What follows belongs to an exercise in optimizing a design on an open flow for small area, a short achievable clock period and few clock cycles; a production flow would make more cautious choices.
Where RTL was checked, it was by simulation tests only, not by an equivalence proof against the original.
Only the layout flow was run in run 3; the RTL was not checked for function there.
Power is estimated from default activity; no workload was simulated.

==> design/flow/config.mk <==
export PLATFORM = sky130hd
export DESIGN_NAME = pov_core
export DESIGN_NICKNAME = pov_core
export VERILOG_FILES = /design/flow/design.v
export SDC_FILE = /design/flow/constraint.sdc
export NUM_CORES = 4
export LEC_CHECK = 0
export CAP_MARGIN = 20
export CORE_MARGIN = 2
export CORE_UTILIZATION = 40
export CTS_CLUSTER_DIAMETER = 100
export CTS_CLUSTER_SIZE = 25
export PLACE_DENSITY = 0.6
export SETUP_SLACK_MARGIN = 4.15
export SLEW_MARGIN = 20
==> design/flow/constraint.sdc <==
create_clock -name core_clock -period 6.5 [get_ports {clk}]
set_input_delay 1.3000 -clock core_clock [delete_from_list [all_inputs] [get_ports {clk}]]
set_output_delay 1.3000 -clock core_clock [all_outputs]
set_load 0.01 [all_outputs]
==> design/flow/design.v <==
module pov_core (
    input  wire        clk,
    input  wire        rst,           
    input  wire        cmd_valid,
    input  wire [39:0] cmd_word,
    output reg         cmd_ready,
    output reg         resp_valid,
    output wire [7:0]  resp_code,
    input  wire        tick_valid,
    output reg         tick_ready,
    output reg         led_data,
    output reg         led_clk,
    output reg         led_latch,
    output wire        led_oe,
    output reg  [3:0]  coil,
    output reg  [31:0] step_delay_ms,
    output reg         timer_armed
);
    assign led_oe = 1'b0;
    reg [127:0] ring;           
    reg [3:0]   rot;
    reg         clr;            
    reg [3:0]   write_end, read_front, read_back;
    reg [4:0]   pixel_step;     
    reg         pwrap;          
    reg         pb2;            
    reg [4:0]   highlighted;
    reg         underrun, dneg;
    reg [2:0]   phase_index;
    reg [3:0]   fsh;            
    reg [3:0]   bsh;            
    wire        halted = ~timer_armed;
    reg         busy;
    reg [3:0]   cyc;
    reg         tgo;            
    reg [6:0]   sh;
    reg         cw;             
    reg [3:0]   cnext;          
    reg         p_ophz;         
    reg [2:0]   p_op;           
    reg         p_zx;           
    reg         p_zf;           
    reg         p_zb1;          
    reg         p_z0h;          
    reg         p_a0;           
    reg         p_neg;          
    reg         p_e0;           
    reg         p_eff;          
    reg         p_elt;          
    reg         p_egt;          
    reg         p_lgt;          
    reg         rc7, rc1, rc0;
    assign resp_code = {rc7, 5'b00000, rc1, rc0};
    reg [24:0]  dm;
    reg [24:0]  dr;
    reg [2:0]   dj;             
    reg         dneg_r;         
    reg         dcy;            
    reg         dtop;           
    reg [5:0]   dcnt;           
    reg         drun;
    reg         dovf;           
    wire cmd_acc  = cmd_valid & cmd_ready;
    wire tick_acc = tick_valid & tick_ready;
    wire c15 = busy & (cyc == 4'd15);
    wire busy_n = tgo | (busy & ~c15);
    wire [3:0] cyc_n = tgo ? 4'd0 : cyc + 4'd1;
    wire       front_on = (pixel_step <= highlighted);
    wire [4:0] back_step = (pixel_step >= 5'd3) ? pixel_step - 5'd3 : pixel_step + 5'd23;
    wire       back_on  = (back_step <= highlighted);
    wire [3:0] fb = front_on ? fsh : 4'd0;
    wire [3:0] bb = back_on  ? bsh : 4'd0;
    wire [7:0] frame = {bb[3], fb[3], bb[2], fb[2], bb[1], fb[1], bb[0], fb[0]};
    wire       f_eq_w = (read_front == write_end);
    wire       fadv   = pwrap & ~f_eq_w;
    wire       ur_n   = underrun | (pwrap & f_eq_w);
    wire       badv   = pb2 & ~underrun;    
    reg [3:0] phase_pattern;
    always @(*) begin
        case (phase_index)
            3'd0: phase_pattern = 4'b0001;
            3'd1: phase_pattern = 4'b0011;
            3'd2: phase_pattern = 4'b0010;
            3'd3: phase_pattern = 4'b0110;
            3'd4: phase_pattern = 4'b0100;
            3'd5: phase_pattern = 4'b1100;
            3'd6: phase_pattern = 4'b1000;
            default: phase_pattern = 4'b1001;
        endcase
    end
    wire [7:0]  op  = cmd_word[39:32];
    wire [31:0] arg = cmd_word[31:0];
    wire [7:0]  sp_e = arg[30:23];
    wire        op1 = (op == 8'h01);
    wire        is1 = p_ophz & (p_op == 3'd1);
    wire        is2 = p_ophz & (p_op == 3'd2);
    wire        is3 = p_ophz & (p_op == 3'd3);
    wire        is4 = p_ophz & (p_op == 3'd4);
    wire        is5 = p_ophz & (p_op == 3'd5);
    wire        zhi   = p_zx & p_zf & p_zb1;             
    wire        z31_1 = zhi & p_z0h;                     
    wire        fz    = p_zf & p_zb1 & p_z0h & ~p_a0;    
    wire        sp_ok = ~p_neg & ~p_eff & ~(p_e0 & fz);
    wire        bad = (is1 & ~zhi) |
                      (is2 & ~z31_1) |
                      (is4 & ~sp_ok) |
                      (is5 & ~(z31_1 & ~p_a0));
    wire        illegal = ~(is1 | is2 | is3 | is4 | is5);
    wire        d_push = is1 & zhi;
    wire        d_dir  = is2 & z31_1;
    wire        d_hl   = is3;
    wire        d_hlsat = ~zhi | p_lgt;
    wire        d_sat  = is4 & sp_ok & p_elt;
    wire        d_zero = is4 & sp_ok & p_egt;
    wire        d_div  = is4 & sp_ok & ~p_elt & ~p_egt;
    wire        d_shut = is5 & z31_1 & ~p_a0;
    wire full    = (tgo & fadv) ? (read_front == write_end + 4'd1)
                                : (read_front == write_end + 4'd2);
    wire live    = cmd_acc & ~halted;
    wire push_ok = live & d_push & ~full;
    wire div_go  = live & d_div;
    wire d4      = (dj == 3'd4);
    wire dsat    = drun & d4 & (dcnt == 6'd34) & ~dsum[4];
    wire dlast   = drun & d4 & (dcnt == 6'd2);
    wire [4:0]  da   = {dr[3:0], dtop};
    wire [4:0]  db   = dneg_r ? dm[4:0] : ~dm[4:0];
    wire [5:0]  dsum = {1'b0, da} + {1'b0, db} + {5'd0, dcy};
    wire [7:0] p15d = push_ok ? arg[7:0] : (clr ? 8'd0 : ring[7:0]);
    wire       fcap = (tgo & fadv) ? (rot == read_front + 4'd1) : (rot == read_front);
    wire       bcap = (tgo & badv) ? (rot == read_back + 4'd1)  : (rot == read_back);
    wire div_busy_n = div_go | (drun & ~dlast);    
    wire tslot_n    = ~busy_n | (cyc_n[3:1] == 3'b111);
    wire cmd_rdy_n  = cmd_valid & ~cmd_acc & ~div_busy_n &
                      (~op1 | (rot + 4'd1 == write_end));
    wire tick_rdy_n = tslot_n & ~tick_acc;
    always @(posedge clk) begin
        ring <= {p15d, ring[127:8]};
        dr   <= cmd_ready ? 25'h0753000 : {dsum[4:0], dr[24:5]};
        dm   <= cmd_ready ? {2'b01, arg[22:0]} : {dm[4:0], dm[24:5]};
        dj   <= (cmd_ready | d4) ? 3'd0 : dj + 3'd1;
        dcy  <= cmd_ready | (d4 ? ~dsum[4] : dsum[5]);
        dtop <= ~cmd_ready & ~d4 & dr[4];
        if (cmd_ready)
            dneg_r <= 1'b0;
        else if (d4)
            dneg_r <= dsum[4];
        if (cmd_ready)
            dcnt <= arg[28:23];
        else if (d4)
            dcnt <= dcnt + 6'd1;
        p_ophz <= (op[7:3] == 5'd0);
        p_op   <= op[2:0];
        p_zx   <= (arg[31:23] == 9'd0);
        p_zf   <= (arg[22:16] == 7'd0);
        p_zb1  <= (arg[15:8] == 8'd0);
        p_z0h  <= (arg[7:1] == 7'd0);
        p_a0   <= arg[0];
        p_neg  <= arg[31];
        p_e0   <= (sp_e == 8'd0);
        p_eff  <= (sp_e == 8'hFF);
        p_elt  <= (sp_e < 8'd98);
        p_egt  <= (sp_e > 8'd130);
        p_lgt  <= (arg[7:0] > 8'd26);
        cyc <= cyc_n;
        if (cmd_acc & ~rst) begin
            if (halted)
                {rc7, rc1, rc0} <= 3'b110;
            else if (d_push & full)
                {rc7, rc1, rc0} <= 3'b001;
            else
                {rc7, rc1, rc0} <= {bad | illegal, 1'b0, bad};
        end
        if (tgo)
            cw <= ~ur_n;
        if (c15)
            cnext <= cw ? phase_pattern : coil;
        if (tgo)
            sh <= frame[6:0];
        else if (busy & cyc[0])
            sh <= {sh[5:0], 1'b0};
        if (rst) begin
            rot           <= 4'd0;
            clr           <= 1'b1;
            write_end     <= 4'd0;
            read_front    <= 4'd0;
            read_back     <= 4'd15;
            pixel_step    <= 5'd0;
            pwrap         <= 1'b0;
            pb2           <= 1'b0;
            highlighted   <= 5'd0;
            underrun      <= 1'b0;
            dneg          <= 1'b0;
            phase_index   <= 3'd0;
            fsh           <= 4'd0;
            bsh           <= 4'd0;
            timer_armed   <= 1'b1;
            step_delay_ms <= 32'd0;
            busy          <= 1'b0;
            tgo           <= 1'b0;
            led_data      <= 1'b0;
            led_clk       <= 1'b0;
            led_latch     <= 1'b0;
            coil          <= 4'd0;
            cmd_ready     <= 1'b0;
            tick_ready    <= 1'b0;
            resp_valid    <= 1'b0;
            drun          <= 1'b0;
            dovf          <= 1'b0;
        end else begin
            rot <= rot + 4'd1;
            if (rot == 4'd15)
                clr <= 1'b0;
            cmd_ready  <= cmd_rdy_n;
            tick_ready <= tick_rdy_n;
            if (fcap) fsh <= {p15d[6], p15d[4], p15d[2], p15d[0]};
            if (bcap) bsh <= {p15d[7], p15d[5], p15d[3], p15d[1]};
            resp_valid <= (cmd_acc & ~div_go) | dlast | dovf;
            dovf       <= dsat;
            if (push_ok)
                write_end <= write_end + 4'd1;
            if (live & d_dir)
                dneg <= arg[0];
            if (live & d_hl)
                highlighted <= d_hlsat ? 5'd26 : arg[4:0];
            if (live & d_shut)
                timer_armed <= 1'b0;
            if (live & d_sat)
                step_delay_ms <= 32'hFFFF_FFFF;
            else if (live & (d_zero | d_div))
                step_delay_ms <= 32'd0;
            else if (drun & d4)
                step_delay_ms <= {step_delay_ms[30:0], ~dsum[4]};
            if (dovf)
                step_delay_ms <= 32'hFFFF_FFFF;
            if (div_go)
                drun <= 1'b1;
            else if (dlast | dsat)
                drun <= 1'b0;
            tgo <= tick_acc & ~halted & ~(live & d_shut);
            if (tgo) begin
                phase_index <= dneg ? phase_index - 3'd1 : phase_index + 3'd1;
                pixel_step  <= pwrap ? 5'd0 : pixel_step + 5'd1;
                pwrap       <= (pixel_step == 5'd24);
                pb2         <= (pixel_step == 5'd1);
                if (fadv)
                    read_front <= read_front + 4'd1;
                underrun <= ur_n;    
                if (badv)
                    read_back <= read_back + 4'd1;
            end
            if (push_ok)
                underrun <= 1'b0;
            led_latch <= c15;
            busy <= busy_n;
            if (tgo) begin
                led_clk  <= 1'b0;
                led_data <= frame[7];
            end else if (busy) begin
                if (!cyc[0]) begin
                    led_clk <= 1'b1;
                end else begin
                    led_clk <= 1'b0;
                    if (!c15)
                        led_data <= sh[6];
                end
            end
            if (led_latch)
                coil <= cnext;
        end
    end
endmodule
==> design/flow/run.sh <==
#!/bin/bash
# synth_recipe.tcl (not shown) runs the flow's synth.tcl, then flattens the netlist and writes it again
# the make line also repeats each setting of config.mk as NAME=value (left out here)
make -C /OpenROAD-flow-scripts/flow DESIGN_CONFIG=/design/flow/config.mk WORK_HOME=/design/flow/orfs CLKGATE_MAP_FILE= SYNTH_SCRIPT=/design/flow/synth_recipe.tcl finish
==> results.txt, run 1 <==
Global routing:
- The number of global-route vias before repair is 6481.
- The number of antenna violations at the first check in global routing is 0.
- After global routing the overflow that remains totals 0.
- The global router's overall resource usage is 0.145.
- The global-route wire length before repair is 33400 um.
- The maximum number of pins on one net before global-route repair is 82.

Job:
- The number of maximum-capacitance violations is 0.

Pwr:
- For this design the total switching power over the nets is 0.927 mW.
- Power spread over the standard cell area amounts to 298 nW/um^2.
- Across the VDD grid, the largest voltage drop is 0.169 mV.
- The share of total power dissipated in combinational logic is 0.145.
- The share of total power dissipated in sequential elements is 0.574.
- The cell-internal power is 2.85 mW.
- In this run the static leakage power is 4.94 nW.
- The clock share of power is 0.281.
- The fraction of power spent switching nets is 0.246.

Setup path:
- The setup check on the worst reg-to-reg path leaves a slack of 4150 ps.
- The critical path required time is 6870 ps.
- The destination of the worst register-to-register timing path is sh[3]$_DFFE_PP_.
- The delay of the slowest critical-path stage is 370 ps.
- On the critical path, the stage with the largest delay is an instance of sky130_fd_sc_hd__dfxtp_4.
- The worst setup path is launched from a register.
- The startpoint of the worst register-to-register path is pixel_step[4]$_SDFFE_PP0P_.
- The worst setup path is of the register to register kind.
- Walking the worst path, the cells encountered are nor3_4 -> o21ai_1 -> nor2_1 -> xor2_1 -> ha_1 -> nor2b_4 -> o21a_1 -> o21a_1 -> o21a_1 -> o22ai_2 -> and2_4 -> a22o_1.
- In this run the worst setup path begins at pixel_step[4]$_SDFFE_PP0P_.
- Of all nets on the critical path, the largest fanout is 3.
- The critical path data arrival time is 2720 ps.
- The number of buffers and inverters on the critical path is 0.
- The kind of cell with the highest combined delay on the critical path is compound AO/OA/AOI/OAI gates.
- The most numerous cell type found on the critical path is sky130_fd_sc_hd__o21a_1.
- For the worst flop-to-flop path, the logic depth is 12.
- The worst setup path is captured at a register.

Cells and area:
- The area used by multi-input combinational logic is 4020 um^2.
- In the final layout, the share of cells above drive strength 1 is 0.242.
- The number of fillers in the final layout is 2370.
- After routing the design area is 12700 um^2.
- The layout overhead on the synthesized area is 20.0%.
- Registers take 6590 um^2.
- The antenna diode count is 0.
- In the final design database the tool counted 1130 nets.

Timing:
- The slew at the pin with the worst max-slew slack is 673 ps.
- Static timing analysis puts the maximum clock frequency at 425 MHz.
- Across the routed clock network, the largest skew measured is 18.8 ps.
- Headroom to the max-slew limit came out at 0.551.
- The number of failing setup endpoints in the final timing report is 0.
- Of the available clock period, the critical path in the final layout requires 0.362.
- Setup repair after global routing could not meet its margin everywhere.
- The total negative slack is 0 ps.
- The number of max-slew violations in the final report is 0.
- The number of hold violations in the final report is 0.
- The clock period minus final worst setup slack is 2350 ps.

Detailed routing:
- The final antenna-violating net count is 0.
- The DRC violations left is 0.
- After the first detailed-routing iteration, the DRC count stood at 356.
- The number of vias in the routed layout is 6739.
- In the routed layout, each cell is associated on average with a via count of 4.84.
- The number of detailed-routing iterations run before antenna repair is 4.
- The total length of routed wires is 20600 um.
- In the final routed layout, each cell accounts on average for 14.8 um.

Clock tree:
- After clock tree synthesis, the clock-pin slew on the worst setup and hold paths is 90 ps.
- TritonCTS created 16 clock buffers.
- The clock net in this run drives a total of 313 sinks.
- The cell sitting at the root of the clock tree is a sky130_fd_sc_hd__clkbuf_16.
- Clock latency on the worst-skew pair, taken at its later pin, is 510 ps.
- In this run the number of H-tree levels came out at 1.
- The CTS tree is done.
- The buffer levels on the longest clock path is 3.
- The number of hold buffers added after CTS is 0.

Placed design:
- The routability congestion estimate from global placement is 0.759.
- Summing all placed instances gives a cell area of 11700 um^2.
- The placed wire-length estimate is 13400 um.
- Buffers placed on the I/O ports in this run total 89.

Logic synthesis:
- The mapped netlist covers 10600 um^2.
- The gate count of the mapped netlist is 935.
- Synthesis inferred 313 register bits.
- The number of warnings reported in the yosys synthesis log is 1.
- The average instance area after synthesis is 11.3 um^2.
- The most instantiated flip-flop cell in the synthesis netlist is sky130_fd_sc_hd__dfxtp_1.
- Yosys mapped the design onto 60 distinct sky130hd cell types.
- The sequential share of the synthesized area is 0.613.
- The share of synthesized flip-flops with an asynchronous set or reset is 0.
- In this run, synthesis inferred 21 flip-flops with an integrated enable.

Die:
- The core box area is 26000 um^2.
- The effective utilization at floorplan is 0.407.
- During I/O placement, the number of pins put on the boundary was 96.
- The floorplan step defined a die boundary enclosing 27700 um^2.
- The die width is 167 um.
- The die is 167 um tall.
- Row generation in the floorplan step produced 59 rows.

Min path:
- The hold-critical path depth is 0.
- The critical hold path startpoint is ring[64]$_DFF_P_.
- The end point of the most critical hold path is ring[56]$_DFF_P_.
- The worst hold path belongs to the class register to register.

Status:
- The flow ran to the end and the layout has no timing, DRC or antenna violations.
==> cell usage in the layout, fill, tap and decap left out, types with 32 or more instances in the layout <==
cell / instances
sky130_fd_sc_hd__nor2b_1: 38
sky130_fd_sc_hd__dfxtp_1: 233
sky130_fd_sc_hd__nor2_1: 67
sky130_fd_sc_hd__clkdlybuf4s50_1: 41
sky130_fd_sc_hd__a21oi_1: 63
sky130_fd_sc_hd__buf_4: 56
sky130_fd_sc_hd__a22oi_1: 32
sky130_fd_sc_hd__dfxtp_2: 45
sky130_fd_sc_hd__buf_2: 48
sky130_fd_sc_hd__nand2_1: 37
==> cell families (layout without fill, tap and decap cells) <==
family / count (synthesis) / count (layout) / share of synthesized area
flops: 313 / 313 / 0.613
simple gates: 248 / 248 / 0.121
compound gates: 167 / 167 / 0.104
buf+inv: 80 / 198 / 0.0332
xor+xnor: 51 / 51 / 0.0437
mux: 40 / 40 / 0.0417
fa+ha+maj: 35 / 35 / 0.0429
other cells: 1 / 6 / 0.000355
==> sequential cells by signal, indices dropped and copies added (netlist names), 4 cells and up <==
name,count
cnext,4
rot,4
step_delay_ms,32
ring,128
coil,4
cyc,4
sh,7
read_back,4
fsh,4
write_end,4
dcnt,6
highlighted,5
dr,25
dm,25
bsh,4
pixel_step,5
read_front,4
==> worst max path at each step <==
stage / slack, ps / to / cells after the start
2_1_floorplan: 4020 / fsh[1]$_SDFFE_PP0N_ / 4
3_3_place_gp: 3210 / fsh[3]$_SDFFE_PP0N_ / 6
3_5_place_dp: 3140 / fsh[3]$_SDFFE_PP0N_ / 6
4_1_cts: 4120 / resp_code[0] / 1
5_1_grt: 3990 / sh[3]$_DFFE_PP_ / 12
6_report: 4150 / sh[3]$_DFFE_PP_ / 12
==> Yosys cell counts (5+ instances only) <==
master | instances | area share
sky130_fd_sc_hd__a211oi_1 | 5 | 0.0036
sky130_fd_sc_hd__a21o_1 | 5 | 0.0036
sky130_fd_sc_hd__a21oi_1 | 65 | 0.031
sky130_fd_sc_hd__a22o_1 | 10 | 0.0083
sky130_fd_sc_hd__a22oi_1 | 32 | 0.023
sky130_fd_sc_hd__and2_1 | 6 | 0.0036
sky130_fd_sc_hd__buf_4 | 10 | 0.0071
sky130_fd_sc_hd__clkbuf_1 | 36 | 0.013
sky130_fd_sc_hd__dfxtp_1 | 292 | 0.55
sky130_fd_sc_hd__edfxtp_1 | 21 | 0.060
sky130_fd_sc_hd__ha_1 | 33 | 0.039
sky130_fd_sc_hd__inv_1 | 25 | 0.0089
sky130_fd_sc_hd__mux2_2 | 28 | 0.030
sky130_fd_sc_hd__mux2i_1 | 11 | 0.010
sky130_fd_sc_hd__nand2_1 | 38 | 0.014
sky130_fd_sc_hd__nand2b_1 | 13 | 0.0077
sky130_fd_sc_hd__nand3_1 | 24 | 0.011
sky130_fd_sc_hd__nand3b_1 | 8 | 0.0057
sky130_fd_sc_hd__nand4_1 | 8 | 0.0047
sky130_fd_sc_hd__nor2_1 | 67 | 0.024
sky130_fd_sc_hd__nor2b_1 | 40 | 0.024
sky130_fd_sc_hd__nor3_1 | 15 | 0.0071
sky130_fd_sc_hd__o21a_1 | 6 | 0.0043
sky130_fd_sc_hd__o21ai_0 | 19 | 0.0090
sky130_fd_sc_hd__or2_2 | 7 | 0.0041
sky130_fd_sc_hd__or4_1 | 5 | 0.0036
sky130_fd_sc_hd__xnor2_1 | 25 | 0.021
sky130_fd_sc_hd__xor2_1 | 25 | 0.021
==> per-stage QoR <==
stage / utilization / power (mW) / worst slack, ps / std cells / hold slack (ps)
floorplan: - / 2.55 / 4020 / 940 / 310
global placement: 0.452 / 2.68 / 3210 / 1315 / 310
detailed placement: 0.452 / 2.69 / 3140 / 1315 / 312
CTS: 0.478 / 3.77 / 4120 / 1381 / 315
global route: 0.488 / 3.97 / 3990 / 1393 / 323
finish: 0.488 / 3.77 / 4150 / 1393 / 317
==> power groups by stage <==
stage	Combinational [mW]	Clock [mW]	Sequential (mW)
after global routing	0.617	1.17	2.18
after detailed placement	0.475	0	2.21
final	0.547	1.06	2.17
after CTS	0.496	1.10	2.16
after global placement	0.470	0	2.21
after floorplan	0.371	0	2.18
==> layout make-up <==
type,count,area share
Sequential cell,313,0.519
Clock inverter,2,0.00257
Tap cell,335,0.0331
Multi-Input combinational cell,547,0.317
Clock buffer,23,0.0336
Inverter,25,0.00740
Timing Repair Buffer,148,0.0871
==> what timing repair did <==
action,CTS,global route
setup endpoints to repair,113,60
resized for setup,262,36
pin swaps,4,8
setup buffers,41,12
==> layer usage <==
metal,share of wire,GRT usage,vias up
met1,0.50,0.210,3185
met2,0.45,0.228,95
met5,0,0,-
li1,-,-,3428
met3,0.030,0.0197,31
met4,0.019,0.0382,0
Testbench counts, summed over its fixed seeds: cycles 61,472.
==> run 2, diff against run 1 <==
--- a/design/flow/config.mk
+++ b/design/flow/config.mk
@@ -8,8 +8,6 @@
 export CAP_MARGIN = 20
 export CORE_MARGIN = 2
 export CORE_UTILIZATION = 40
-export CTS_CLUSTER_DIAMETER = 100
-export CTS_CLUSTER_SIZE = 25
 export PLACE_DENSITY = 0.6
 export SETUP_SLACK_MARGIN = 4.15
 export SLEW_MARGIN = 20
==> run 2 against run 1 <==
Global-route usage grew 0.070 points; die area unchanged; critical path depth decreased by 11; hold slack improved by 2.4 ps; setup slack got worse by 11 ps; via count fell by 0.12%; sequential share of layout area down 1.8 points; register-to-register slack hardly changed; largest power group unchanged.
==> results.txt, run 2 <==
Die:
- The number of placement rows is 59 (unchanged).
- The full die area is 27700 um^2 (unchanged).
- The effective utilization at floorplan is 0.407 (unchanged).
- The die width is 167 um (unchanged).
- The top-level I/O count came to 96 (unchanged).
- The core box area was 26000 um^2 (unchanged).
- The die boundary height came to 167 um (unchanged).

Setup path:
- Traced cell by cell, the critical path runs through buf_2.
- The register-to-register setup slack was 4160 ps (about the same).
- The biggest fanout along the worst timing path was 1 (-2).
- The critical path is of the register to output port type.
- The delay of the slowest critical-path stage was 370 ps (about the same).
- The critical path required time came to 5200 ps (-1670 ps).
- The kind of end point of the critical path is an output port.
- The critical path data arrival time is 1060 ps (-1660 ps).
- STA classifies the critical path startpoint as a register.
- The number of buffers and inverters on the critical path is 1 (+1).
- The kind of cell with the highest combined delay on the critical path is flip-flops.
- The critical-path cell with the highest stage delay is sky130_fd_sc_hd__edfxtp_1.

Detailed routing:
- The total length of routed wires is 20700 um (+0.14%).
- The DRC violations left is 0 (unchanged).
- The average vias per placed instance is 4.81 (-0.55%).
- The violation count after the first detailed-routing iteration came to 375 (+5.3%).
- The final antenna-violating net count is 0 (unchanged).
- The routed wirelength normalized by instance count was 14.8 um (-0.29%).
- The number of detailed-routing iterations run before antenna repair is 5 (+1).
- The number of vias in the routed layout was 6731 (-0.12%).

Cells and area:
- The number of fillers in the final layout is 2305 (-2.7%).
- The number of nets in the final layout came to 1120 (-0.88%).
- In the layout the commonest cells are sky130_fd_sc_hd__dfxtp_1, sky130_fd_sc_hd__nor2_1, sky130_fd_sc_hd__a21oi_1.
- The antenna diode count came to 0 (unchanged).
- The flip-flop count of the largest register after layout was 128 (unchanged).
- The final design instance area without fill is 13100 um^2 (+3.6%).
- The register area is 6590 um^2 (about the same).
- The share of cells above drive strength 1 came to 0.243 (+0.00146).
- From synthesis to final layout, the design area changed by 24.4%.
- The utilization after layout was 0.506 (+0.0177).
- The count of non-filler cells in the finished layout is 1399 (+0.43%).
- The register with the most flip-flops in the final layout is ring.
- The leading cell type in the layout, fill and taps excluded is sky130_fd_sc_hd__dfxtp_1.
- The area used by multi-input combinational logic is 4010 um^2 (-0.28%).
- The largest registers in the layout are ring x128, step_delay_ms x32.

Pwr:
- The leakage power figure is 5.09 nW (+3.2%).
- The power density over the cells is 339 nW/um^2 (+14%).
- The worst IR drop on VDD came to 0.268 mV (+58%).

Placed design:
- The routability congestion estimate from global placement is 0.759 (unchanged).
- The total placed instance area is 11700 um^2 (unchanged).
- The total placed cells including tap cells is 1315 (unchanged).
- The count of buffers from port buffering came to 89 (unchanged).
- The placed wire-length estimate is 13400 um (unchanged).

Job:
- The number of maximum-capacitance violations is 0 (unchanged).

Clock tree:
- The buffer levels on the longest clock path is 3 (unchanged).
- The number of clock sinks is 313 (unchanged).
- The CTS tree is done.
- The clock transition at the registers of the reported paths is 60 ps (-30 ps).
- The number of hold buffers added after CTS is 0 (unchanged).
- The clock latency at the later pin of the worst-skew pair is 570 ps (+60 ps).
- The cell chosen for the clock root is sky130_fd_sc_hd__clkbuf_16.
- The maximum level of the CTS H-tree is 1 (unchanged).
- The number of buffers added by the clock tree synthesis step is 30 (+14).

Timing:
- The final cycle utilization of the critical path is 0.363 (+0.00165).
- The maximum clock frequency is 423 MHz (-0.45%).
- The post-route worst hold slack is 319 ps (+2.43 ps).
- The worst max-slew margin expressed relative to the limit is 0.444 (-0.106).
- The clock period minus final worst setup slack was 2360 ps (+10.7 ps).
- The number of failing setup endpoints in the final timing report is 0 (unchanged).
- The total negative slack is 0 ps (unchanged).
- Setup repair after global routing could not meet its margin everywhere.
- The number of hold violations in the final report came to 0 (unchanged).
- The number of max-slew violations in the final report is 0 (unchanged).
- The slew at the pin with the worst max-slew slack is 834 ps (+160 ps).
- The setup skew after layout is 36.8 ps (+17.9 ps).

Logic synthesis:
- The number of enable flip-flop cells after synthesis is 21 (unchanged).
- The number of distinct library cells after synthesis is 60 (unchanged).
- The number of warnings reported in the yosys synthesis log is 1 (unchanged).
- The average instance area after synthesis is 11.3 um^2 (unchanged).
- By area the synthesized netlist is led by sky130_fd_sc_hd__dfxtp_1, sky130_fd_sc_hd__edfxtp_1, sky130_fd_sc_hd__ha_1, sky130_fd_sc_hd__a21oi_1, sky130_fd_sc_hd__mux2_2.
- The library cell with the highest instance count after synthesis is sky130_fd_sc_hd__dfxtp_1.
- The synthesis-stage register bit count is 313 (unchanged).
- The sequential share of the synthesized area is 0.613 (unchanged).
- The synthesized cell area is 10600 um^2 (unchanged).
- The gate count of the mapped netlist is 935 (unchanged).
- The share of synthesized flip-flops with an asynchronous set or reset came to 0 (unchanged).
- The proportion of netlist area held by the largest area contributor is 0.553 (unchanged).
- sky130_fd_sc_hd__dfxtp_1 takes more of the synthesized area than any other cell.
- For this run, the leading register cell type out of synthesis is sky130_fd_sc_hd__dfxtp_1.
- After synthesis, the most frequently instantiated cells are sky130_fd_sc_hd__dfxtp_1, sky130_fd_sc_hd__nor2_1, sky130_fd_sc_hd__a21oi_1.

Status:
- The flow ran to the end and the layout has no timing, DRC or antenna violations.

Global routing:
- The global router's overall resource usage is 0.146 (+0.000705).
- The total grt overflow is 0 (unchanged).
- The number of global-route vias before repair is 6512 (+0.48%).
- The number of antenna violations at the first check in global routing is 0 (unchanged).
- The maximum number of pins on one net before global-route repair came to 82 (unchanged).
- The global-route wire length before repair is 33600 um (+0.76%).

Min path:
- The tightest min-delay check is of the register to register type.
## run 2: routing by layer
metal / GRT usage / up-vias / wire, um / part of all wire
met5: 0 / - / 0 / 0
met4: 0.0379 / 0 / 424 / 0.021
met3: 0.0257 / 32 / 795 / 0.038
met2: 0.228 / 130 / 9230 / 0.45
met1: 0.209 / 3154 / 10200 / 0.49
li1: - / 3415 / - / -
## run 2: path summary, 6_finish.rpt
path | depth (start not counted) | start | end
worst max register to register | 12 | pixel_step[4]$_SDFFE_PP0P_ | sh[1]$_DFFE_PP_
worst min register to register | 0 | ring[108]$_DFF_P_ | ring[100]$_DFF_P_
worst min-delay path | 0 | ring[108]$_DFF_P_ | ring[100]$_DFF_P_
worst max-delay path | 1 | rc7$_SDFFCE_PN1P_ | resp_code[7]
## run 2: timing repair
action	CTS	global route
buffers inserted	21	8
gates resized for setup	256	53
pin swaps	5	11
endpoints found under the setup margin	113	74
## run 2: cell families after synthesis
kind of cell | count (synthesis) | synth area share
other | 1 | 0.000355
AND/OR/NAND/NOR | 248 | 0.121
multiplexers | 40 | 0.0417
flip-flops | 313 | 0.613
adder cells (fa/ha/maj) | 35 | 0.0429
XOR/XNOR | 51 | 0.0437
AO/OA/AOI/OAI | 167 | 0.104
buffers and inverters | 80 | 0.0332
## run 2: through the flow
step	power, mW	worst slack, ps
4_1_cts	4.46	4110
3_5_place_dp	2.69	3140
3_3_place_gp	2.68	3210
2_1_floorplan	2.55	4020
6_report	4.46	4140
5_1_grt	4.68	4000
## run 2: power breakdown
part	internal [mW]	total [mW]	switching (mW)	leakage, nW
registers	2.09	2.17	0.0769	2.60
logic	0.287	0.544	0.257	2.00
clock network	1.04	1.74	0.705	0.500
total	3.42	4.46	1.04	5.09
## run 2: area by class of cell
type,count,share of cell area
Sequential cell,313,0.501
Tap cell,335,0.0319
Clock inverter,9,0.00933
Timing Repair Buffer,124,0.0766
Multi-Input combinational cell,547,0.305
Inverter,25,0.00714
Clock buffer,46,0.0687
==> run 3, diff against run 2 <==
--- a/design/flow/design.v
+++ b/design/flow/design.v
@@ -60,14 +60,13 @@
     reg [5:0]   dcnt;           
     reg         drun;
     reg         dovf;           
-    wire cmd_acc  = cmd_valid & cmd_ready;
+    wire cmd_acc  = cmd_ready;
     wire tick_acc = tick_valid & tick_ready;
     wire c15 = busy & (cyc == 4'd15);
     wire busy_n = tgo | (busy & ~c15);
     wire [3:0] cyc_n = tgo ? 4'd0 : cyc + 4'd1;
-    wire       front_on = (pixel_step <= highlighted);
+    reg        front_on, back_on;
     wire [4:0] back_step = (pixel_step >= 5'd3) ? pixel_step - 5'd3 : pixel_step + 5'd23;
-    wire       back_on  = (back_step <= highlighted);
     wire [3:0] fb = front_on ? fsh : 4'd0;
     wire [3:0] bb = back_on  ? bsh : 4'd0;
     wire [7:0] frame = {bb[3], fb[3], bb[2], fb[2], bb[1], fb[1], bb[0], fb[0]};
@@ -117,6 +116,7 @@
     wire full    = (tgo & fadv) ? (read_front == write_end + 4'd1)
                                 : (read_front == write_end + 4'd2);
     wire live    = cmd_acc & ~halted;
+    wire [4:0] hl_n = (live & d_hl) ? (d_hlsat ? 5'd26 : arg[4:0]) : highlighted;
     wire push_ok = live & d_push & ~full;
     wire div_go  = live & d_div;
     wire d4      = (dj == 3'd4);
@@ -162,6 +162,8 @@
         p_egt  <= (sp_e > 8'd130);
         p_lgt  <= (arg[7:0] > 8'd26);
         cyc <= cyc_n;
+        front_on <= (pixel_step <= hl_n);
+        back_on  <= (back_step <= hl_n);
         if (cmd_acc & ~rst) begin
             if (halted)
                 {rc7, rc1, rc0} <= 3'b110;
@@ -221,7 +223,7 @@
             if (live & d_dir)
                 dneg <= arg[0];
             if (live & d_hl)
-                highlighted <= d_hlsat ? 5'd26 : arg[4:0];
+                highlighted <= hl_n;
             if (live & d_shut)
                 timer_armed <= 1'b0;
             if (live & d_sat)
==> design/flow/flow/run.sh (new file) <==
#!/bin/bash
# The standard layout (the standard.sh), with every input and output
# port buffered by a plain buffer cell instead of the default choice.
set -e
export BUFFER_PORTS_ARGS="-buffer_cell sky130_fd_sc_hd__buf_1"
bash standard.sh > standard.log 2>&1
==> design/flow/standard.sh (new file) <==
#!/bin/bash
# synth_recipe.tcl (not shown) runs the flow's synth.tcl, then flattens the netlist and writes it again
# the make line also repeats each setting of config.mk as NAME=value (left out here)
make -C /OpenROAD-flow-scripts/flow DESIGN_CONFIG=/design/flow/config.mk WORK_HOME=/design/flow/orfs CLKGATE_MAP_FILE= SYNTH_SCRIPT=/design/flow/synth_recipe.tcl "${@:-finish}"
--- a/design/flow/config.mk
+++ b/design/flow/config.mk
@@ -8,6 +8,8 @@
 export CAP_MARGIN = 20
 export CORE_MARGIN = 2
 export CORE_UTILIZATION = 40
+export CTS_CLUSTER_DIAMETER = 100
+export CTS_CLUSTER_SIZE = 25
 export PLACE_DENSITY = 0.6
 export SETUP_SLACK_MARGIN = 4.15
 export SLEW_MARGIN = 20
removed: design/flow/run.sh
==> run 3 against run 2 <==
Highest routed layer unchanged; sequential power is essentially flat; final area fell by 3.5%; sequential cell count rose by 2; critical path type is now register to register; first-iteration DRC count up 8.5%; largest power group unchanged; setup slack worse by 52 ps.
==> results.txt, run 3 <==
Status:
- The run finished with no timing, DRC or antenna violations.

Logic synthesis:
- The simple-gate share of the synthesized area is 0.146 (+0.0251).
- After synthesis, the cell types taking the most area are sky130_fd_sc_hd__dfxtp_1, sky130_fd_sc_hd__edfxtp_1, sky130_fd_sc_hd__ha_1, sky130_fd_sc_hd__nand2_1, sky130_fd_sc_hd__a21oi_1.
- The library cell with the highest instance count after synthesis is sky130_fd_sc_hd__dfxtp_1.
- In the synthesized netlist, the cells that appear most often are sky130_fd_sc_hd__dfxtp_1, sky130_fd_sc_hd__nand2_1, sky130_fd_sc_hd__a21oi_1.
- The sequential share of the synthesized area is 0.599 (-0.0137).
- For this run, the leading register cell type out of synthesis is sky130_fd_sc_hd__dfxtp_1.
- The share of synthesized flip-flops with an asynchronous set or reset is 0 (unchanged).
- The combinational family with the most area after synthesis is simple AND/OR/NAND/NOR gates.
- The number of distinct library cells after synthesis is 59 (-1.7%).
- The complex-gate fraction of the synthesized area came to 0.0923 (-0.0121).
- The fraction of synthesized area in multiplexers is 0.0415 (-0.000149).
- The number of enable flip-flop cells after synthesis is 21 (unchanged).
- The average instance area after synthesis was 10.6 um^2 (-6.2%).
- The gate count of the mapped netlist came to 1026 (+9.7%).
- The synthesis-stage register bit count came to 315 (+0.64%).
- The proportion of netlist area held by the largest area contributor is 0.541 (-0.0120).
- The number of warnings reported in the yosys synthesis log is 1 (unchanged).
- The post-synthesis xor/xnor area fraction is 0.0394 (-0.00435).
- The synthesized cell area is 10900 um^2 (+2.9%).
- The synthesized design spends more area on one cell type than any other, namely sky130_fd_sc_hd__dfxtp_1.
- The adder and majority gate portion of the synthesized area came to 0.0417 (-0.00122).

Die:
- The die width is 169 um (+1.4%).
- The core box area was 26800 um^2 (+3.1%).
- The effective utilization at floorplan came to 0.406 (-0.000845).
- The top-level I/O count was 96 (unchanged).
- The die boundary height is 169 um (+1.4%).
- The number of placement rows is 60 (+1.7%).
- The full die area is 28500 um^2 (+2.9%).

Pwr:
- The proportion of power drawn by flip-flops and latches is 0.580 (+0.093).
- The fraction of power spent switching nets is 0.246 (+0.0130).
- The power density over the cells was 297 nW/um^2 (-12%).
- The worst IR drop on VDD is 0.205 mV (-23%).
- The leakage power figure is 4.98 nW (-2.2%).
- The clock share of power came to 0.286 (-0.105).
- The cell-internal power is 2.84 mW (-17%).
- The total power draw is 3.77 mW (-16%).
- The combinational power share is 0.134 (+0.012).
- The switching power came to 0.927 mW (-11%).

Clock tree:
- CTS placed an instance of sky130_fd_sc_hd__clkbuf_16 at the clock tree root.
- The number of clock sinks came to 315 (+0.64%).
- The clock transition at the registers of the reported paths is 100 ps (+40 ps).
- TritonCTS built the clock tree.
- The number of buffers added by the clock tree synthesis step is 16 (-47%).
- The buffer levels on the longest clock path was 3 (unchanged).
- The clock latency at the later pin of the worst-skew pair is 510 ps (-60 ps).
- The maximum level of the CTS H-tree was 1 (unchanged).

Timing:
- The total negative slack came to 0 ps (unchanged).
- The least setup slack across all paths after layout is 4090 ps (-51.8 ps).
- The post-route worst hold slack is 323 ps (+4.34 ps).
- The clock period minus final worst setup slack is 2410 ps (+51.8 ps).
- The slew at the pin with the worst max-slew slack came to 578 ps (-256 ps).
- The final cycle utilization of the critical path is 0.371 (+0.00797).
- The worst max-slew margin expressed relative to the limit is 0.611 (+0.167).
- The number of hold violations in the final report is 0 (unchanged).
- Setup repair after global routing could not meet its margin everywhere.
- The maximum clock frequency came to 414 MHz (-2.1%).
- The number of max-slew violations in the final report is 0 (unchanged).
- The setup skew after layout is 18.5 ps (-18.3 ps).
- The number of failing setup endpoints in the final timing report is 0 (unchanged).

Placed design:
- The count of buffers from port buffering is 89 (unchanged).
- The total placed instance area is 11500 um^2 (-2.2%).
- The post-place setup slack is 3540 ps (+402 ps).
- The placed wire-length estimate came to 13200 um (-1.1%).
- The routability congestion estimate from global placement was 0.754 (-0.62%).

Setup path:
- The biggest fanout along the worst timing path came to 6 (+5).
- The critical path required time is 6900 ps (+1700 ps).
- The register-to-register setup slack is 4090 ps (-70 ps).
- The critical path launch point type is a register.
- The critical path starts at read_front[2]$_SDFFE_PP0P_.
- The worst register-to-register path begins at read_front[2]$_SDFFE_PP0P_.
- The worst setup path is of the register to register kind.
- The endpoint identified for the worst register-to-register timing path is bsh[2]$_SDFFE_PP0N_.
- The worst setup path is captured at a register.
- The cell count of the worst reg-to-reg path is 9 (-3).
- The critical path data arrival time is 2820 ps (+1760 ps).

Cells and area:
- The antenna diode count is 0 (unchanged).
- Compared with the post-synthesis result, the final layout area differs by 16.6%.
- The number of nets in the final layout is 1191 (+6.3%).
- In the layout the commonest cells are sky130_fd_sc_hd__dfxtp_1, sky130_fd_sc_hd__nand2_1, sky130_fd_sc_hd__nor2_1.
- The flip-flop count of the largest register after layout came to 128 (unchanged).
- The largest registers in the layout are ring x128, step_delay_ms x32.
- The number of fillers in the final layout is 2456 (+6.6%).
- Leaving out fill and tap cells, the most frequent cell in the layout is sky130_fd_sc_hd__dfxtp_1.
- The final design instance area without fill is 12700 um^2 (-3.5%).
- Ranked by flip-flop count, first place goes to ring.
- The share of cells above drive strength 1 is 0.194 (-0.0492).

Detailed routing:
- The final antenna-violating net count came to 0 (unchanged).
- The DRC violations left is 0 (unchanged).
- The average vias per placed instance is 4.79 (-0.47%).
- The routed wirelength normalized by instance count came to 14.2 um (-3.9%).
- The total length of routed wires is 20700 um (+0.13%).
- The number of vias in the routed layout came to 6982 (+3.7%).
- The number of detailed-routing iterations run before antenna repair is 4 (-1).
- The violation count after the first detailed-routing iteration was 407 (+8.5%).

Global routing:
- The total grt overflow was 0 (unchanged).
- The global router's overall resource usage was 0.144 (-0.00116).
- The number of antenna violations at the first check in global routing is 0 (unchanged).
- The number of global-route vias before repair is 6483 (-0.45%).
- The maximum number of pins on one net before global-route repair is 64 (-22%).
- The global-route wire length before repair is 33900 um (+0.88%).

Min path:
- The end point of the most critical hold path is ring[56]$_DFF_P_.
- The critical hold path startpoint is ring[64]$_DFF_P_.
- The min-delay analysis places its worst path in the category register to register.
- The hold-critical path depth came to 0 (unchanged).

Job:
- The number of maximum-capacitance violations is 0 (unchanged).
-- run 3: changes by cell type in the layout (fill, tap and decap cells not counted), moves of 11 or more --
cell,before,now
sky130_fd_sc_hd__nand2_1,37,102
sky130_fd_sc_hd__dfxtp_1,233,253
sky130_fd_sc_hd__buf_1,0,41
sky130_fd_sc_hd__inv_1,24,38
sky130_fd_sc_hd__clkbuf_16,32,16
sky130_fd_sc_hd__dfxtp_2,44,30
sky130_fd_sc_hd__clkdlybuf4s50_1,41,0
sky130_fd_sc_hd__buf_2,34,23
sky130_fd_sc_hd__clkbuf_2,1,21
sky130_fd_sc_hd__a22oi_1,32,0
sky130_fd_sc_hd__a21o_1,5,36
-- run 3: power by group through the flow --
| stage | logic [mW] | clock network (mW) | registers (mW) |
|---|---|---|---|
| 2_1_floorplan | 0.352 | 0 | 2.20 |
| 3_5_place_dp | 0.437 | 0 | 2.23 |
| 3_3_place_gp | 0.429 | 0 | 2.23 |
| 5_1_grt | 0.579 | 1.19 | 2.20 |
| 6_report | 0.504 | 1.08 | 2.18 |
| 4_1_cts | 0.475 | 1.12 | 2.18 |
-- run 3: cell families (layout without fill, tap and decap cells) --
group / Yosys count / count (layout)
simple gates: 322 / 322
flops: 315 / 315
compound gates: 163 / 163
buf+inv: 100 / 186
xor+xnor: 48 / 48
mux: 42 / 42
fa+ha+maj: 35 / 35
other cells: 1 / 6
-- run 3: metal layers --
metal	GRT usage	part of all wire	vias up
li1	-	-	3599
met1	0.209	0.49	3284
met2	0.228	0.46	77
met3	0.0199	0.030	22
met4	0.0360	0.018	0
met5	0	0	-
-- run 3: final cells by class --
class / count / area, um^2 / area share
Inverter: 42 / 158 / 0.0124
Clock inverter: 2 / 25.0 / 0.00197
Clock buffer: 21 / 429 / 0.0339
Multi-Input combinational cell: 616 / 4270 / 0.337
Sequential cell: 315 / 6600 / 0.520
Tap cell: 341 / 427 / 0.0337
Timing Repair Buffer: 121 / 769 / 0.0607
-- run 3: worst max-delay path, cell delays in order (launching register included) --
cell and delay (ps):
sky130_fd_sc_hd__dfxtp_4 370, sky130_fd_sc_hd__xor2_2 200, sky130_fd_sc_hd__o41a_4 500, sky130_fd_sc_hd__mux2i_4 200, sky130_fd_sc_hd__xnor2_2 170, sky130_fd_sc_hd__o31ai_4 270
sky130_fd_sc_hd__buf_6 160, sky130_fd_sc_hd__buf_16 130, sky130_fd_sc_hd__mux2i_4 240, sky130_fd_sc_hd__o21ai_1 70
-- run 3: what timing repair did --
item                                    4_1_cts  5_1_grt
pin swaps                                    15       12
buffers inserted                             13        9
resized for setup                            89       76
hold buffers                                  0        0
endpoints found under the setup margin       59       97
cloned                                        3        0
-- run 3: metrics by stage --
stage / util / cells
after floorplan: - / 1031
after global placement: 0.428 / 1410
final: 0.473 / 1458
after CTS: 0.463 / 1449
after detailed placement: 0.428 / 1410
after global routing: 0.473 / 1458
-- run 3: worst max path at each step --
| stage | end | slack (ps) | depth (start not counted) |
|---|---|---|---|
| final | bsh[2]$_SDFFE_PP0N_ | 4090 | 9 |
| after global routing | ring[123]$_DFF_P_ | 3990 | 9 |
| after CTS | bsh[2]$_SDFFE_PP0N_ | 4040 | 9 |
| after detailed placement | fsh[2]$_SDFFE_PP0N_ | 3540 | 5 |
| after global placement | fsh[3]$_SDFFE_PP0N_ | 3570 | 5 |
| after floorplan | front_on$_DFF_P_ | 4040 | 10 |
==> run 4, diff against run 3 <==
--- a/design/flow/design.v
+++ b/design/flow/design.v
@@ -27,7 +27,6 @@
     reg [4:0]   highlighted;
     reg         underrun, dneg;
     reg [2:0]   phase_index;
-    reg [3:0]   fsh;            
     reg [3:0]   bsh;            
     wire        halted = ~timer_armed;
     reg         busy;
@@ -60,14 +59,15 @@
     reg [5:0]   dcnt;           
     reg         drun;
     reg         dovf;           
-    wire cmd_acc  = cmd_ready;
+    wire cmd_acc  = cmd_valid & cmd_ready;
     wire tick_acc = tick_valid & tick_ready;
     wire c15 = busy & (cyc == 4'd15);
     wire busy_n = tgo | (busy & ~c15);
     wire [3:0] cyc_n = tgo ? 4'd0 : cyc + 4'd1;
-    reg        front_on, back_on;
+    wire       front_on = (pixel_step <= highlighted);
     wire [4:0] back_step = (pixel_step >= 5'd3) ? pixel_step - 5'd3 : pixel_step + 5'd23;
-    wire [3:0] fb = front_on ? fsh : 4'd0;
+    wire       back_on  = (back_step <= highlighted);
+    wire [3:0] fb = (front_on & ~clr) ? {ring[6], ring[4], ring[2], ring[0]} : 4'd0;
     wire [3:0] bb = back_on  ? bsh : 4'd0;
     wire [7:0] frame = {bb[3], fb[3], bb[2], fb[2], bb[1], fb[1], bb[0], fb[0]};
     wire       f_eq_w = (read_front == write_end);
@@ -116,7 +116,6 @@
     wire full    = (tgo & fadv) ? (read_front == write_end + 4'd1)
                                 : (read_front == write_end + 4'd2);
     wire live    = cmd_acc & ~halted;
-    wire [4:0] hl_n = (live & d_hl) ? (d_hlsat ? 5'd26 : arg[4:0]) : highlighted;
     wire push_ok = live & d_push & ~full;
     wire div_go  = live & d_div;
     wire d4      = (dj == 3'd4);
@@ -126,13 +125,13 @@
     wire [4:0]  db   = dneg_r ? dm[4:0] : ~dm[4:0];
     wire [5:0]  dsum = {1'b0, da} + {1'b0, db} + {5'd0, dcy};
     wire [7:0] p15d = push_ok ? arg[7:0] : (clr ? 8'd0 : ring[7:0]);
-    wire       fcap = (tgo & fadv) ? (rot == read_front + 4'd1) : (rot == read_front);
+    wire [3:0] rf_n = (tgo & fadv) ? read_front + 4'd1 : read_front;
     wire       bcap = (tgo & badv) ? (rot == read_back + 4'd1)  : (rot == read_back);
     wire div_busy_n = div_go | (drun & ~dlast);    
     wire tslot_n    = ~busy_n | (cyc_n[3:1] == 3'b111);
     wire cmd_rdy_n  = cmd_valid & ~cmd_acc & ~div_busy_n &
                       (~op1 | (rot + 4'd1 == write_end));
-    wire tick_rdy_n = tslot_n & ~tick_acc;
+    wire tick_rdy_n = tslot_n & ~tick_acc & (rot + 4'd2 == rf_n);
     always @(posedge clk) begin
         ring <= {p15d, ring[127:8]};
         dr   <= cmd_ready ? 25'h0753000 : {dsum[4:0], dr[24:5]};
@@ -162,8 +161,6 @@
         p_egt  <= (sp_e > 8'd130);
         p_lgt  <= (arg[7:0] > 8'd26);
         cyc <= cyc_n;
-        front_on <= (pixel_step <= hl_n);
-        back_on  <= (back_step <= hl_n);
         if (cmd_acc & ~rst) begin
             if (halted)
                 {rc7, rc1, rc0} <= 3'b110;
@@ -193,7 +190,6 @@
             underrun      <= 1'b0;
             dneg          <= 1'b0;
             phase_index   <= 3'd0;
-            fsh           <= 4'd0;
             bsh           <= 4'd0;
             timer_armed   <= 1'b1;
             step_delay_ms <= 32'd0;
@@ -214,7 +210,6 @@
                 clr <= 1'b0;
             cmd_ready  <= cmd_rdy_n;
             tick_ready <= tick_rdy_n;
-            if (fcap) fsh <= {p15d[6], p15d[4], p15d[2], p15d[0]};
             if (bcap) bsh <= {p15d[7], p15d[5], p15d[3], p15d[1]};
             resp_valid <= (cmd_acc & ~div_go) | dlast | dovf;
             dovf       <= dsat;
@@ -223,7 +218,7 @@
             if (live & d_dir)
                 dneg <= arg[0];
             if (live & d_hl)
-                highlighted <= hl_n;
+                highlighted <= d_hlsat ? 5'd26 : arg[4:0];
             if (live & d_shut)
                 timer_armed <= 1'b0;
             if (live & d_sat)
==> run 4 against run 3 <==
Fmax is 1.4% higher; global-route usage down 0.33 points; register-to-register slack better by 70 ps; clock power barely moved; synthesized cell count decreased by 9.8%; power down 2.1%; die area decreased by 4.0%; non-clock buffer count is 3 higher; final area down 3.4%; setup slack better by 33 ps; critical endpoint is now cmd_ready.
==> results.txt, run 4 <==
Status:
- The flow ran to the end and the layout has no timing, DRC or antenna violations.

Logic synthesis:
- By count the netlist is led by sky130_fd_sc_hd__dfxtp_1, sky130_fd_sc_hd__nor2_1, sky130_fd_sc_hd__a21oi_1.
- Among all flip-flop cells after synthesis, the most frequent one is sky130_fd_sc_hd__dfxtp_1.
- The number of enable flip-flop cells after synthesis came to 21 (unchanged).
- By area the synthesized netlist is led by sky130_fd_sc_hd__dfxtp_1, sky130_fd_sc_hd__edfxtp_1, sky130_fd_sc_hd__ha_1, sky130_fd_sc_hd__a21oi_1, sky130_fd_sc_hd__mux2_2.
- By instance count, the leading cell after synthesis is sky130_fd_sc_hd__dfxtp_1.
- The gate count of the mapped netlist is 925 (-9.8%).
- The share of synthesized flip-flops with an asynchronous set or reset is 0 (unchanged).
- The number of distinct library cells after synthesis came to 63 (+6.8%).
- The synthesis-stage register bit count is 309 (-1.9%).
- The number of warnings reported in the yosys synthesis log is 1 (unchanged).
- The synthesized cell area is 10400 um^2 (-4.1%).
- The sequential share of the synthesized area was 0.614 (+0.0143).
- The proportion of netlist area held by the largest area contributor came to 0.553 (+0.0118).
- The average instance area after synthesis is 11.3 um^2 (+6.3%).
- The leading area contributor after synthesis is sky130_fd_sc_hd__dfxtp_1.

Global routing:
- The number of global-route vias before repair is 6054 (-6.6%).
- The number of antenna violations at the first check in global routing came to 0 (unchanged).
- The maximum number of pins on one net before global-route repair is 85 (+33%).
- The global router's overall resource usage is 0.141 (-0.00330).
- The global-route wire length before repair was 31100 um (-8.3%).
- The total grt overflow came to 0 (unchanged).

Timing:
- Setup repair after global routing could not meet its margin everywhere.
- The number of max-slew violations in the final report is 0 (unchanged).
- The clock period minus final worst setup slack was 2380 ps (-32.5 ps).
- The worst max-slew margin expressed relative to the limit is 0.397 (-0.214).
- The slew at the pin with the worst max-slew slack is 905 ps (+327 ps).
- The setup skew after layout came to 25.1 ps (+6.59 ps).
- The maximum clock frequency is 420 MHz (+1.4%).
- The number of hold violations in the final report is 0 (unchanged).
- The final cycle utilization of the critical path came to 0.366 (-0.00501).
- The number of failing setup endpoints in the final timing report is 0 (unchanged).
- The total negative slack is 0 ps (unchanged).

Min path:
- The type of the tightest min-delay check is register to register.
- The hold-critical path depth was 0 (unchanged).
- The critical hold path startpoint is ring[46]$_DFF_P_.
- The worst hold path terminates at ring[38]$_DFF_P_.

Cells and area:
- The share of cells above drive strength 1 is 0.232 (+0.0379).
- The layout overhead on the synthesized area is 17.5%.
- The largest registers in the layout are ring x128, step_delay_ms x32.
- The flip-flop count of the largest register after layout is 128 (unchanged).
- The number of fillers in the final layout was 2414 (-1.7%).
- The count of non-filler cells in the finished layout is 1360 (-6.7%).
- The area used by multi-input combinational logic is 3980 um^2 (-7.0%).
- The register area is 6490 um^2 (-1.5%).
- The antenna diode count is 0 (unchanged).
- The top cell types in the final layout, fill and taps aside, are sky130_fd_sc_hd__dfxtp_1, sky130_fd_sc_hd__nor2_1, sky130_fd_sc_hd__a21oi_1.
- The number of nets in the final layout is 1100 (-7.6%).
- The leading cell type in the layout, fill and taps excluded is sky130_fd_sc_hd__dfxtp_1.
- Counting flops per register, the top entry is ring.

Placed design:
- The total placed cells including tap cells is 1304 (-7.5%).
- The placed wire-length estimate was 12800 um (-3.1%).
- The count of buffers from port buffering is 89 (unchanged).
- The routability congestion estimate from global placement came to 0.759 (+0.66%).

Setup path:
- The worst setup path is launched from a register.
- The kind of critical path is register to output port.
- The critical path data arrival time is 1080 ps (-1740 ps).
- Walking the worst path, the cells encountered are buf_12 -> buf_6.
- The cell count of the worst reg-to-reg path is 12 (+3).
- The startpoint of the worst register-to-register path is pixel_step[3]$_SDFFE_PP0P_.
- The destination of the worst register-to-register timing path is sh[3]$_DFFE_PP_.
- The delay of the slowest critical-path stage is 360 ps (-140 ps).
- The worst setup path is captured at an output port.
- The critical-path cell with the highest stage delay is sky130_fd_sc_hd__dfxtp_4.
- The biggest fanout along the worst timing path is 2 (-4).
- The critical path required time is 5200 ps (-1700 ps).
- The register-to-register setup slack is 4160 ps (+70 ps).

Detailed routing:
- The DRC violations left is 0 (unchanged).
- The total length of routed wires came to 20500 um (-0.70%).
- The routed wirelength normalized by instance count came to 15.1 um (+6.5%).
- The final antenna-violating net count is 0 (unchanged).
- The number of vias in the routed layout is 6666 (-4.5%).
- The average vias per placed instance is 4.90 (+2.4%).
- The number of detailed-routing iterations run before antenna repair is 4 (unchanged).
- The violation count after the first detailed-routing iteration is 401 (-1.5%).

Pwr:
- The worst IR drop on VDD came to 0.218 mV (+6.3%).
- The power density over the cells is 301 nW/um^2 (+1.4%).
- The total power draw is 3.69 mW (-2.1%).
- The leakage power figure was 4.66 nW (-6.5%).

Clock tree:
- The clock latency at the later pin of the worst-skew pair is 510 ps (about the same).
- The CTS tree is done.
- In this run the clock root is driven by a sky130_fd_sc_hd__clkbuf_16.
- The number of buffers added by the clock tree synthesis step was 16 (unchanged).
- The number of hold buffers added after CTS came to 0 (unchanged).
- The clock transition at the registers of the reported paths is 100 ps (about the same).
- The number of clock sinks was 309 (-1.9%).
- The buffer levels on the longest clock path is 3 (unchanged).
- The maximum level of the CTS H-tree came to 1 (unchanged).

Job:
- The number of maximum-capacitance violations is 0 (unchanged).

Die:
- The die boundary height is 165 um (-2.0%).
- The die width is 165 um (-2.0%).
- The core box area is 25800 um^2 (-3.6%).
- The number of placement rows came to 59 (-1.7%).
- The full die area is 27400 um^2 (-4.0%).
- The effective utilization at floorplan is 0.403 (-0.00226).
- The top-level I/O count is 96 (unchanged).
[run 4: cell count changes after synthesis, sizes merged, moves of 8 or more]
cell / before / now
a22oi: 0 / 32
nand2b: 10 / 18
inv: 42 / 29
nand2: 103 / 34
o21ai: 34 / 19
nor2b: 43 / 33
a21o: 36 / 5
[run 4: where the power goes]
part           internal (mW)  switching (mW)
Clock                  0.467           0.590
Sequential              2.05          0.0710
Combinational          0.258           0.251
[run 4: layout make-up]
| type | instances | share of cell area |
|---|---|---|
| timing repair buffer | 124 | 0.0646 |
| tap | 335 | 0.0342 |
| multi-input combinational | 540 | 0.325 |
| sequential | 309 | 0.530 |
| clock buffer | 21 | 0.0342 |
| inverter | 29 | 0.00920 |
| clock inverter | 2 | 0.00266 |
[run 4: how the worst max path moves through the flow]
stage / from / endpoint / cells after the start
global route: pixel_step[3]$_SDFFE_PP0P_ / sh[1]$_DFFE_PP_ / 12
detailed placement: cmd_valid / step_delay_ms[4]$_SDFFE_PP0P_ / 9
finish: cmd_ready$_SDFF_PP0_ / cmd_ready / 2
global placement: cmd_valid / step_delay_ms[16]$_SDFFE_PP0P_ / 8
floorplan: cmd_valid / step_delay_ms[10]$_SDFFE_PP0P_ / 8
CTS: cmd_ready$_SDFF_PP0_ / cmd_ready / 2
[run 4: timing repair]
| action | CTS | global route |
|---|---|---|
| endpoints found under the hold margin | 0 | 0 |
| pin swaps | 3 | 37 |
| endpoints found under the setup margin | 88 | 94 |
| setup buffers | 11 | 15 |
| cloned | 2 | 5 |
| resized for setup | 68 | 104 |
[run 4: per-stage QoR]
stage | worst slack [ps] | instance area (um^2) | utilization | hold slack [ps]
after floorplan | 4030 | 10500 | - | 310
after global placement | 3350 | 11000 | 0.426 | 310
after detailed placement | 3600 | 11000 | 0.426 | 312
after CTS | 4110 | 11800 | 0.455 | 317
after global routing | 4040 | 12200 | 0.474 | 323
final | 4120 | 12200 | 0.474 | 315
[run 4: cell families (layout without fill, tap and decap cells)]
logic type	after synthesis	after routing	share of synthesized area
compound gates	161	161	0.0984
xor+xnor	48	48	0.0425
fa+ha+maj	36	36	0.0446
buf+inv	83	176	0.0343
flops	309	309	0.614
mux	36	36	0.0374
other cells	1	6	0.000360
simple gates	251	253	0.129
[run 4: layer usage]
metal / GRT usage / vias up / wire length, um
met5: 0 / - / 0
met4: 0.0306 / 0 / 341
met3: 0.0185 / 20 / 702
met2: 0.220 / 105 / 9170
met1: 0.209 / 3192 / 10300
li1: - / 3349 / -
[run 4: critical path: cells and delay by family, from the launching register on]
| family | cells | cell delay, ps |
|---|---|---|
| flops | 1 | 360 |
| buf+inv | 2 | 230 |
Testbench counts of run 4, summed over its fixed seeds: cycles 61,728.
==> run 5, diff against run 4 <==
--- a/design/flow/config.mk
+++ b/design/flow/config.mk
@@ -11,5 +11,5 @@
 export CTS_CLUSTER_DIAMETER = 100
 export CTS_CLUSTER_SIZE = 25
 export PLACE_DENSITY = 0.6
-export SETUP_SLACK_MARGIN = 4.15
+export SETUP_SLACK_MARGIN = 3.85
 export SLEW_MARGIN = 20
==> run 5 against run 4 <==
Final area fell by 6.2%; critical path type unchanged; synthesized cell count unchanged; critical path depth stayed put; synthesized area is the same; still clean; sequential cell count did not move; setup slack worse by 210 ps; non-clock buffer count decreased by 31; combinational power decreased by 18%; die area unchanged; power is 2.5% lower; largest cell class unchanged; via count decreased by 3.6%.
==> results.txt, run 5 <==
Logic synthesis:
- The gate count of the mapped netlist is 925 (unchanged).
- The average instance area after synthesis came to 11.3 um^2 (unchanged).
- Yosys instantiated no cell more often than sky130_fd_sc_hd__dfxtp_1.
- The number of warnings reported in the yosys synthesis log is 1 (unchanged).
- The most used flip-flop cell after synthesis is sky130_fd_sc_hd__dfxtp_1.
- The proportion of netlist area held by the largest area contributor is 0.553 (unchanged).
- After synthesis, the cell types taking the most area are sky130_fd_sc_hd__dfxtp_1, sky130_fd_sc_hd__edfxtp_1, sky130_fd_sc_hd__ha_1, sky130_fd_sc_hd__a21oi_1, sky130_fd_sc_hd__mux2_2.
- The number of enable flip-flop cells after synthesis is 21 (unchanged).
- The sequential share of the synthesized area is 0.614 (unchanged).
- Summed over all instances, the cell type with the most area after synthesis is sky130_fd_sc_hd__dfxtp_1.
- Counting instances in the post-synthesis netlist gives the leading cell types as sky130_fd_sc_hd__dfxtp_1, sky130_fd_sc_hd__nor2_1, sky130_fd_sc_hd__a21oi_1.
- The synthesized cell area is 10400 um^2 (unchanged).
- The share of synthesized flip-flops with an asynchronous set or reset came to 0 (unchanged).
- The synthesis-stage register bit count is 309 (unchanged).
- The number of distinct library cells after synthesis came to 63 (unchanged).

Die:
- The die boundary height was 165 um (unchanged).
- The top-level I/O count is 96 (unchanged).
- The full die area is 27400 um^2 (unchanged).
- The number of placement rows came to 59 (unchanged).
- The effective utilization at floorplan came to 0.403 (unchanged).
- The core box area is 25800 um^2 (unchanged).
- The die width is 165 um (unchanged).

Timing:
- The final cycle utilization of the critical path is 0.399 (+0.0322).
- The clock period minus final worst setup slack came to 2590 ps (+209 ps).
- The number of max-slew violations in the final report is 0 (unchanged).
- The number of hold violations in the final report was 0 (unchanged).
- Setup repair after global routing could not meet its margin everywhere.
- The maximum clock frequency is 386 MHz (-8.1%).
- The slew at the pin with the worst max-slew slack is 716 ps (-189 ps).
- The number of failing setup endpoints in the final timing report is 0 (unchanged).
- The post-route worst hold slack is 316 ps (+0.510 ps).
- The total negative slack is 0 ps (unchanged).
- The setup skew after layout was 19.7 ps (-5.39 ps).
- The worst max-slew margin expressed relative to the limit is 0.522 (+0.125).

Pwr:
- The leakage power figure was 4.19 nW (-10%).
- The power density over the cells is 313 nW/um^2 (+3.9%).
- The worst IR drop on VDD was 0.201 mV (-7.4%).

Cells and area:
- The flip-flop count of the largest register after layout is 128 (unchanged).
- The share of cells above drive strength 1 came to 0.0786 (-0.154).
- The library cell used most frequently in the layout, excluding fill and tap cells, is sky130_fd_sc_hd__dfxtp_1.
- The antenna diode count came to 0 (unchanged).
- From synthesis to final layout, the design area changed by 10.2%.
- The number of nets in the final layout came to 1067 (-3.0%).
- The final design instance area without fill was 11500 um^2 (-6.2%).
- The largest registers in the layout are ring x128, step_delay_ms x32.
- The top cell types in the final layout, fill and taps aside, are sky130_fd_sc_hd__dfxtp_1, sky130_fd_sc_hd__buf_1, sky130_fd_sc_hd__nor2_1.
- Ranked by flip-flop count, first place goes to ring.

Setup path:
- The number of buffers and inverters on the critical path is 2 (unchanged).
- The worst setup path is launched from a register.
- The destination of the worst register-to-register timing path is sh[3]$_DFFE_PP_.
- The depth of the critical timing path with buffers and inverters included was 2 (unchanged).
- The timing endpoint of the critical path is cmd_ready.
- The signal on the critical path passes through buf_12 -> buf_1.
- The biggest fanout along the worst timing path is 69 (+67).
- The kind of cell with the highest combined delay on the critical path is buffers and inverters.
- The startpoint of the worst register-to-register path is pixel_step[0]$_SDFFE_PP0P_.
- The kind of critical path is register to output port.
- The delay of the slowest critical-path stage is 350 ps (about the same).
- The critical path required time is 5200 ps (about the same).
- The kind of end point of the critical path is an output port.
- The critical-path cell with the highest stage delay is sky130_fd_sc_hd__dfxtp_2.
- The cell count of the worst reg-to-reg path is 11 (-1).
- The critical path starts at cmd_ready$_SDFF_PP0_.
- The register-to-register setup slack is 4040 ps (-120 ps).
- The critical path data arrival time is 1290 ps (+210 ps).

Detailed routing:
- The average vias per placed instance is 4.84 (-1.2%).
- The final antenna-violating net count is 0 (unchanged).
- The number of detailed-routing iterations run before antenna repair is 4 (unchanged).
- The total length of routed wires is 18800 um (-8.3%).
- The routed wirelength normalized by instance count was 14.2 um (-6.0%).
- The DRC violations left is 0 (unchanged).
- The violation count after the first detailed-routing iteration was 425 (+6.0%).
- The number of vias in the routed layout is 6426 (-3.6%).

Placed design:
- The count of buffers from port buffering came to 89 (unchanged).
- The routability congestion estimate from global placement is 0.774 (+1.9%).
- The placed wire-length estimate was 12800 um (about the same).
- The total placed instance area is 11000 um^2 (about the same).

Status:
- The flow ran to the end and the layout has no timing, DRC or antenna violations.

Clock tree:
- The maximum level of the CTS H-tree came to 1 (unchanged).
- The buffers inserted during post-CTS setup optimization was 0 (-11).
- The number of buffers added by the clock tree synthesis step was 16 (unchanged).
- The number of hold buffers added after CTS is 0 (unchanged).
- The buffer levels on the longest clock path is 3 (unchanged).
- TritonCTS built the clock tree.
- The clock transition at the registers of the reported paths is 100 ps (about the same).
- The clock latency at the later pin of the worst-skew pair was 500 ps (about the same).
- The number of clock sinks is 309 (unchanged).
- The cell chosen for the clock root is sky130_fd_sc_hd__clkbuf_16.

Global routing:
- The total grt overflow came to 0 (unchanged).
- The number of antenna violations at the first check in global routing is 0 (unchanged).
- The maximum number of pins on one net before global-route repair is 70 (-18%).
- The number of global-route vias before repair is 5965 (-1.5%).
- The global router's overall resource usage is 0.136 (-0.00533).
- The global-route wire length before repair is 30100 um (-3.0%).

Min path:
- The type of the tightest min-delay check is register to register.
- The critical hold path startpoint is ring[86]$_DFF_P_.

Job:
- The number of maximum-capacitance violations is 0 (unchanged).
==> run 5: final cells by class <==
type                    instances  area (um^2)
clock buffers                  21          419
clock inverters                 2         32.5
fillers                      2512        14400
inverters                      29          109
multi-input cells             538         3720
flip-flops and latches        309         6410
well taps                     335          419
repair buffers                 93          378
==> run 5: per-layer routing <==
| metal | wire, um | share of wire | GRT usage | vias to the layer above |
|---|---|---|---|---|
| met2 | 8350 | 0.44 | 0.213 | 101 |
| met4 | 287 | 0.015 | 0.0270 | 0 |
| met5 | 0 | 0 | 0 | - |
| li1 | - | - | - | 3266 |
| met3 | 663 | 0.035 | 0.0205 | 19 |
| met1 | 9520 | 0.51 | 0.199 | 3040 |
==> run 5: worst min path at each step <==
| stage | to | cells after the start |
|---|---|---|
| after global placement | ring[43]$_DFF_P_ | 0 |
| after CTS | ring[78]$_DFF_P_ | 0 |
| after global routing | ring[54]$_DFF_P_ | 0 |
| after detailed placement | ring[59]$_DFF_P_ | 0 |
| after floorplan | ring[0]$_DFF_P_ | 0 |
| final | ring[78]$_DFF_P_ | 0 |
==> run 5: power by group <==
| group | total (mW) | switching, mW | internal [mW] |
|---|---|---|---|
| sequential | 2.12 | 0.0705 | 2.05 |
| combinational | 0.415 | 0.214 | 0.201 |
| clock | 1.06 | 0.589 | 0.467 |
==> run 5: metrics by stage <==
step | worst slack (ps) | total power, mW | std cells | util
floorplan | 3970 | 2.47 | 930 | -
global placement | 3340 | 2.58 | 1304 | 0.425
detailed placement | 3520 | 2.58 | 1304 | 0.426
CTS | 3730 | 3.64 | 1327 | 0.443
global route | 3800 | 3.79 | 1327 | 0.444
finish | 3910 | 3.59 | 1327 | 0.444
==> run 5: kinds of logic (layout without fill, tap and decap cells) <==
kind of cell | after synthesis | in the layout | share of synthesized area
AO/OA/AOI/OAI | 161 | 161 | 0.0984
XOR/XNOR | 48 | 48 | 0.0425
adder cells (fa/ha/maj) | 36 | 36 | 0.0446
buffers and inverters | 83 | 145 | 0.0343
flip-flops | 309 | 309 | 0.614
multiplexers | 36 | 36 | 0.0374
other | 1 | 6 | 0.000360
AND/OR/NAND/NOR | 251 | 251 | 0.129
==> run 5: timing repair <==
| action | 4_1_cts | 5_1_grt |
|---|---|---|
| endpoints found under the setup margin | 12 | 25 |
| cloned | 0 | 0 |
| gates resized for setup | 2 | 13 |
| pin swaps | 0 | 0 |

static timing again, ports no longer ideal:
In the flow no input, the clock included, has a driving cell. The finished layouts below were timed again as built, in two steps. Step 1: set_driving_cell puts a clkbuf_16 on clk and a buf_2 on each other input, an assumption about the parent block. Step 2 also shifts input and output timing later by t, the mid clock arrival at the registers, as if the neighbouring blocks saw the same clock. a / b / c = ideal / step 1 / step 2; a / b = the first two.
run	shift t [ns]	slack for setup (ns)	latest minus earliest clock arrival (ns)	worst slew at a driven data input, ns	pins driven straight from the clock port
run 1	0.546	4.148 / 4.114 / 3.728	0.020 / 0.020	0.05	1
run 2	0.595	4.137 / 4.089 / 3.712	0.038 / 0.039	0.05	1
run 3	0.548	4.086 / 4.048 / 3.652	0.019 / 0.018	0.05	1
run 4	0.544	4.118 / 4.072 / 3.595	0.025 / 0.025	0.05	1
run 5	0.536	3.909 / 3.864 / 3.549	0.021 / 0.021	0.04	1
After both steps setup and hold are still met in every run listed. For run 4, which loses most, drivers alone change the setup slack by -0.046 ns; drivers and shift together by -0.523 ns.
